This design comes from an exercise in tuning for small area, a short achievable clock period and few clock cycles per item on the open sky130 flow, not from production work.
At most, simulation tests tie the RTL to the original design; equivalence was not proved.
Power and IR drop assume default switching activity.

## job 8406
==> module ntsc_csc, before the edit <==
module ntsc_csc (
    input  wire        clk,
    input  wire        rst,
    input  wire        in_valid,
    output wire        in_ready,
    input  wire [1:0]  in_op,
    input  wire [31:0] in_data,
    output wire        out_valid,
    input  wire        out_ready,
    output wire [31:0] out_data,
    output wire        out_err
);
    localparam OP_DECODE = 2'd0;
    localparam OP_ENCODE = 2'd1;
    localparam OP_PACK   = 2'd2;
    localparam OP_UNPACK = 2'd3;
    reg         qa_v, qb_v;
    reg  [23:0] qa_d, qb_d;
    reg         qa_e, qb_e;
    wire        adv = !qb_v;
    reg         v0;
    reg  [1:0]  op0;
    reg  [23:0] d0;
    reg         e0;
    reg         v1;
    reg  [1:0]  op1;
    reg  [23:0] d1;
    reg         e1;
    reg  [2:0]  step1;
    reg  [5:0]  idx1;
    reg         first1, last1;
    reg         sel1;        
    wire        done1 = !v1 | last1;
    wire        take0 = adv & done1;
    assign in_ready = adv & (!v0 | done1);
    always @(posedge clk) begin
        if (rst) begin
            v0 <= 1'b0;
        end else if (in_ready) begin
            v0 <= in_valid;
        end
    end
    always @(posedge clk) begin
        if (in_ready) begin
            op0 <= in_op;
            d0  <= in_data[23:0];
            e0  <= |in_data[31:6];
        end
    end
    wire [23:0] ccol  = sel1 ? d0 : d1;
    wire [2:0]  cstep = sel1 ? 3'd0 : step1;
    wire [6:0]  cand;
    ntsc_cand u_cand (.col(ccol), .step(cstep), .o(cand));
    always @(posedge clk) begin
        if (rst) begin
            v1 <= 1'b0;
        end else if (take0) begin
            v1 <= v0;
        end
    end
    always @(posedge clk) begin
        if (rst) begin
            sel1 <= 1'b1;
        end else if (adv) begin
            sel1 <= done1 ? (!v0 | (op0 != OP_ENCODE) | cand[6]) : cand[6];
        end
    end
    always @(posedge clk) begin
        if (adv) begin
            if (done1) begin
                op1    <= op0;
                d1     <= d0;
                e1     <= e0;
                step1  <= 3'd1;
                first1 <= 1'b1;
                idx1   <= (op0 == OP_ENCODE) ? cand[5:0] : d0[5:0];
                last1  <= (op0 == OP_ENCODE) ? cand[6] : 1'b1;
            end else begin
                step1  <= step1 + 3'd1;
                first1 <= 1'b0;
                idx1   <= cand[5:0];
                last1  <= cand[6];
            end
        end
    end
    wire [23:0] prgb;
    wire [14:0] pk;
    ntsc_palette u_pal (.index(idx1), .rgb(prgb));
    ntsc_palk    u_pk  (.index(idx1), .k(pk));
    wire [9:0]  r3 = {2'b00, d1[23:16]} + {1'b0, d1[23:16], 1'b0};
    wire [9:0]  g3 = {2'b00, d1[15:8]}  + {1'b0, d1[15:8], 1'b0};
    wire [9:0]  b3 = {2'b00, d1[7:0]}   + {1'b0, d1[7:0], 1'b0};
    function [9:0] pick(input [1:0] dig, input [7:0] c, input [9:0] c3);
        case (dig)
            2'd0:    pick = 10'd0;
            2'd1:    pick = {2'b00, c};
            2'd2:    pick = {1'b0, c, 1'b0};
            default: pick = c3;
        endcase
    endfunction
    function [33:0] csa(input [16:0] a, input [16:0] b, input [16:0] c);
        csa = {(a & b | a & c | b & c) << 1, a ^ b ^ c};
    endfunction
    wire [16:0] row0 = {7'd0, pick(prgb[19:18], d1[23:16], r3)};
    wire [16:0] row1 = {5'd0, pick(prgb[21:20], d1[23:16], r3), 2'd0};
    wire [16:0] row2 = {3'd0, pick(prgb[23:22], d1[23:16], r3), 4'd0};
    wire [16:0] row3 = {7'd0, pick(prgb[11:10], d1[15:8], g3)};
    wire [16:0] row4 = {5'd0, pick(prgb[13:12], d1[15:8], g3), 2'd0};
    wire [16:0] row5 = {3'd0, pick(prgb[15:14], d1[15:8], g3), 4'd0};
    wire [16:0] row6 = {7'd0, pick(prgb[3:2], d1[7:0], b3)};
    wire [16:0] row7 = {5'd0, pick(prgb[5:4], d1[7:0], b3), 2'd0};
    wire [16:0] row8 = {3'd0, pick(prgb[7:6], d1[7:0], b3), 4'd0};
    wire [33:0] l1a = csa(row0, row1, row2);
    wire [33:0] l1b = csa(row3, row4, row5);
    wire [33:0] l1c = csa(row6, row7, row8);
    wire [33:0] l2a = csa(l1a[16:0], l1a[33:17], l1b[16:0]);
    wire [33:0] l2b = csa(l1b[33:17], l1c[16:0], l1c[33:17]);
    wire [33:0] l3a = csa(l2a[16:0], l2a[33:17], l2b[16:0]);
    wire [15:0] packed565;
    wire [23:0] unpacked;
    ntsc_pack   u_pack   (.c(d1), .w(packed565));
    ntsc_unpack u_unpack (.w(d1[15:0]), .c(unpacked));
    reg  [23:0] r1;
    always @(*) begin
        case (op1)
            OP_DECODE: r1 = e1 ? 24'd0 : prgb;
            OP_ENCODE: r1 = {1'b0, idx1, l3a[16:0]};
            OP_PACK:   r1 = {8'd0, packed565};
            default:   r1 = unpacked;
        endcase
    end
    reg         v2;
    reg         enc2, first2, last2, err2;
    reg  [23:0] d2;
    reg  [16:1] c2, e2;
    reg  [14:0] k2;
    always @(posedge clk) begin
        if (rst) begin
            v2 <= 1'b0;
        end else if (adv) begin
            v2 <= v1;
        end
    end
    always @(posedge clk) begin
        if (adv) begin
            enc2   <= (op1 == OP_ENCODE);
            first2 <= first1;
            last2  <= last1;
            err2   <= e1 & (op1 == OP_DECODE);
            d2     <= r1;
            c2     <= l3a[33:18];
            e2     <= l2b[33:18];
            k2     <= pk;
        end
    end
    reg  [16:0] best;
    reg  [5:0]  bidx;
    wire [16:0] score2 = d2[16:0] + {c2, 1'b0} + {e2, 1'b0} + {2'b00, k2};
    wire [17:0] diff2  = {1'b0, d2[16:0]} + {1'b0, c2, 1'b0} + {1'b0, e2, 1'b0} + {3'b000, k2} + {1'b1, ~best};
    wire        better = first2 | !diff2[17];
    always @(posedge clk) begin
        if (adv & v2 & enc2 & better) begin
            best <= score2;
            bidx <= d2[22:17];
        end
    end
    wire        push   = adv & v2 & (!enc2 | last2);
    wire [23:0] push_d = enc2 ? {18'd0, better ? d2[22:17] : bidx} : d2;
    wire        push_e = !enc2 & err2;
    wire        pop    = qa_v & out_ready;
    always @(posedge clk) begin
        if (rst) begin
            qa_v <= 1'b0;
            qb_v <= 1'b0;
        end else begin
            qa_v <= qb_v | push | (qa_v & !out_ready);
            qb_v <= qa_v & !out_ready & (qb_v | push);
        end
    end
    always @(posedge clk) begin
        if (!qa_v | out_ready) begin
            qa_d <= qb_v ? qb_d : push_d;
            qa_e <= qb_v ? qb_e : push_e;
        end
        if (!qb_v) begin
            qb_d <= push_d;
            qb_e <= push_e;
        end
    end
    assign out_valid = qa_v;
    assign out_data  = {8'd0, qa_d};
    assign out_err   = qa_e;
endmodule
Settings: LEC_CHECK=0, CAP_MARGIN=20, CORE_MARGIN=2, CORE_UTILIZATION=40, SETUP_SLACK_MARGIN=5, SLEW_MARGIN=20; clock period 10.5 ns.
run.sh (not shown) runs the stock make flow with config.mk's settings and CLKGATE_MAP_FILE= SYNTH_SCRIPT=/design/flow/synth_recipe.tcl, a recipe that flattens the netlist after the stock synthesis.
Job 8406 | status: complete | timing, DRC, antenna: pass
The following lists how job 7397 was set up differently from job 8406:
diff --git a/flow/design.v b/flow/design.v
--- a/flow/design.v
+++ b/flow/design.v
@@ -1782,16 +1782,16 @@
     output wire        out_err
 );
     localparam OP_DECODE = 2'd0;
     localparam OP_ENCODE = 2'd1;
     localparam OP_PACK   = 2'd2;
     localparam OP_UNPACK = 2'd3;
-    reg         qa_v, qb_v;
-    reg  [23:0] qa_d, qb_d;
-    reg         qa_e, qb_e;
-    wire        adv = !qb_v;
+    reg         ov;
+    reg  [23:0] od;
+    reg         oe;
+    wire        adv = !ov | out_ready;
     reg         v0;
     reg  [1:0]  op0;
     reg  [23:0] d0;
     reg         e0;
     reg         v1;
     reg  [1:0]  op1;
@@ -1922,43 +1922,34 @@
             c2     <= l3a[33:18];
             e2     <= l2b[33:18];
             k2     <= pk;
         end
     end
     reg  [16:0] best;
-    reg  [5:0]  bidx;
     wire [16:0] score2 = d2[16:0] + {c2, 1'b0} + {e2, 1'b0} + {2'b00, k2};
     wire [17:0] diff2  = {1'b0, d2[16:0]} + {1'b0, c2, 1'b0} + {1'b0, e2, 1'b0} + {3'b000, k2} + {1'b1, ~best};
     wire        better = first2 | !diff2[17];
     always @(posedge clk) begin
-        if (adv & v2 & enc2 & better) begin
-            best <= score2;
-            bidx <= d2[22:17];
-        end
-    end
-    wire        push   = adv & v2 & (!enc2 | last2);
-    wire [23:0] push_d = enc2 ? {18'd0, better ? d2[22:17] : bidx} : d2;
-    wire        push_e = !enc2 & err2;
-    wire        pop    = qa_v & out_ready;
-    always @(posedge clk) begin
         if (rst) begin
-            qa_v <= 1'b0;
-            qb_v <= 1'b0;
-        end else begin
-            qa_v <= qb_v | push | (qa_v & !out_ready);
-            qb_v <= qa_v & !out_ready & (qb_v | push);
+            ov <= 1'b0;
+        end else if (adv) begin
+            ov <= v2 & (!enc2 | last2);
         end
     end
     always @(posedge clk) begin
-        if (!qa_v | out_ready) begin
-            qa_d <= qb_v ? qb_d : push_d;
-            qa_e <= qb_v ? qb_e : push_e;
-        end
-        if (!qb_v) begin
-            qb_d <= push_d;
-            qb_e <= push_e;
+        if (adv & v2) begin
+            if (enc2) begin
+                oe <= 1'b0;
+                if (better) begin
+                    best <= score2;
+                    od   <= {18'd0, d2[22:17]};
+                end
+            end else begin
+                oe <= err2;
+                od <= d2;
+            end
         end
     end
-    assign out_valid = qa_v;
-    assign out_data  = {8'd0, qa_d};
-    assign out_err   = qa_e;
+    assign out_valid = ov;
+    assign out_data  = {8'd0, od};
+    assign out_err   = oe;
 endmodule
==> run summary <==
Storage element area (job 7397 over job 8406): decrease, 700 um^2. When the final numbers for job 8406 and job 7397 were put side by side, the area of placed instances turned out to be greater in job 8406. Non-clock buffer area fraction after layout essentially unchanged between job 8406 and job 7397. Job 7397 reports its last element of the critical path as in_ready while job 8406 reports d2[4]. The flip-flop and latch share of the layout cell area of job 7397 falls short of that of job 8406 by 1.5 points. In job 7397 relative to job 8406, ratio of total power to cell area had gone up by more than 10%. The time the worst path needs with I/O delays and setup in job 7397 sits 54 ps above the value recorded for job 8406. Going from job 8406 to job 7397, the number of signal-net inverters in the final layout was found to have gone down by 1. Changes observed in job 7397 relative to job 8406: final design utilization -0.41 points, via count -1029, critical path depth -11, worst path setup slack after routing -54 ps, non-clock buffer count -11. A type of the worst setup path of primary input to output port is what job 7397 shows, while flip-flop to flip-flop belongs to job 8406.
Testbench counts of job 7397, summed over its fixed seeds: cycles 2,981, items 2,048.
The RTL of job 8406 was laid out without a check of its function.

-- port drivers added, routing unchanged --
Ports are ideal in the flow. The routed layouts listed here were re-timed in OpenROAD. Step 1: set_driving_cell puts a clkbuf_16 on clk and a buf_2 on each other input, an assumption about the parent block. Step 2 also shifts input and output timing later by t, the mid clock arrival at the registers, as if the neighbouring blocks saw the same clock. Three values: ideal ports, drivers, drivers and shift; two values: the first two.
run | shift t [ns] | slack for setup (ns) | pins driven straight from the clock port
job 8406 | 0.616 | 5.119 / 5.119 / 5.119 | 1
job 7397 | 0.536 | 5.065 / 5.042 / 5.042 | 1
After both steps setup and hold are still met in every run listed. For job 7397, which loses most, drivers alone change the setup slack by -0.023 ns; drivers and shift together by -0.023 ns.
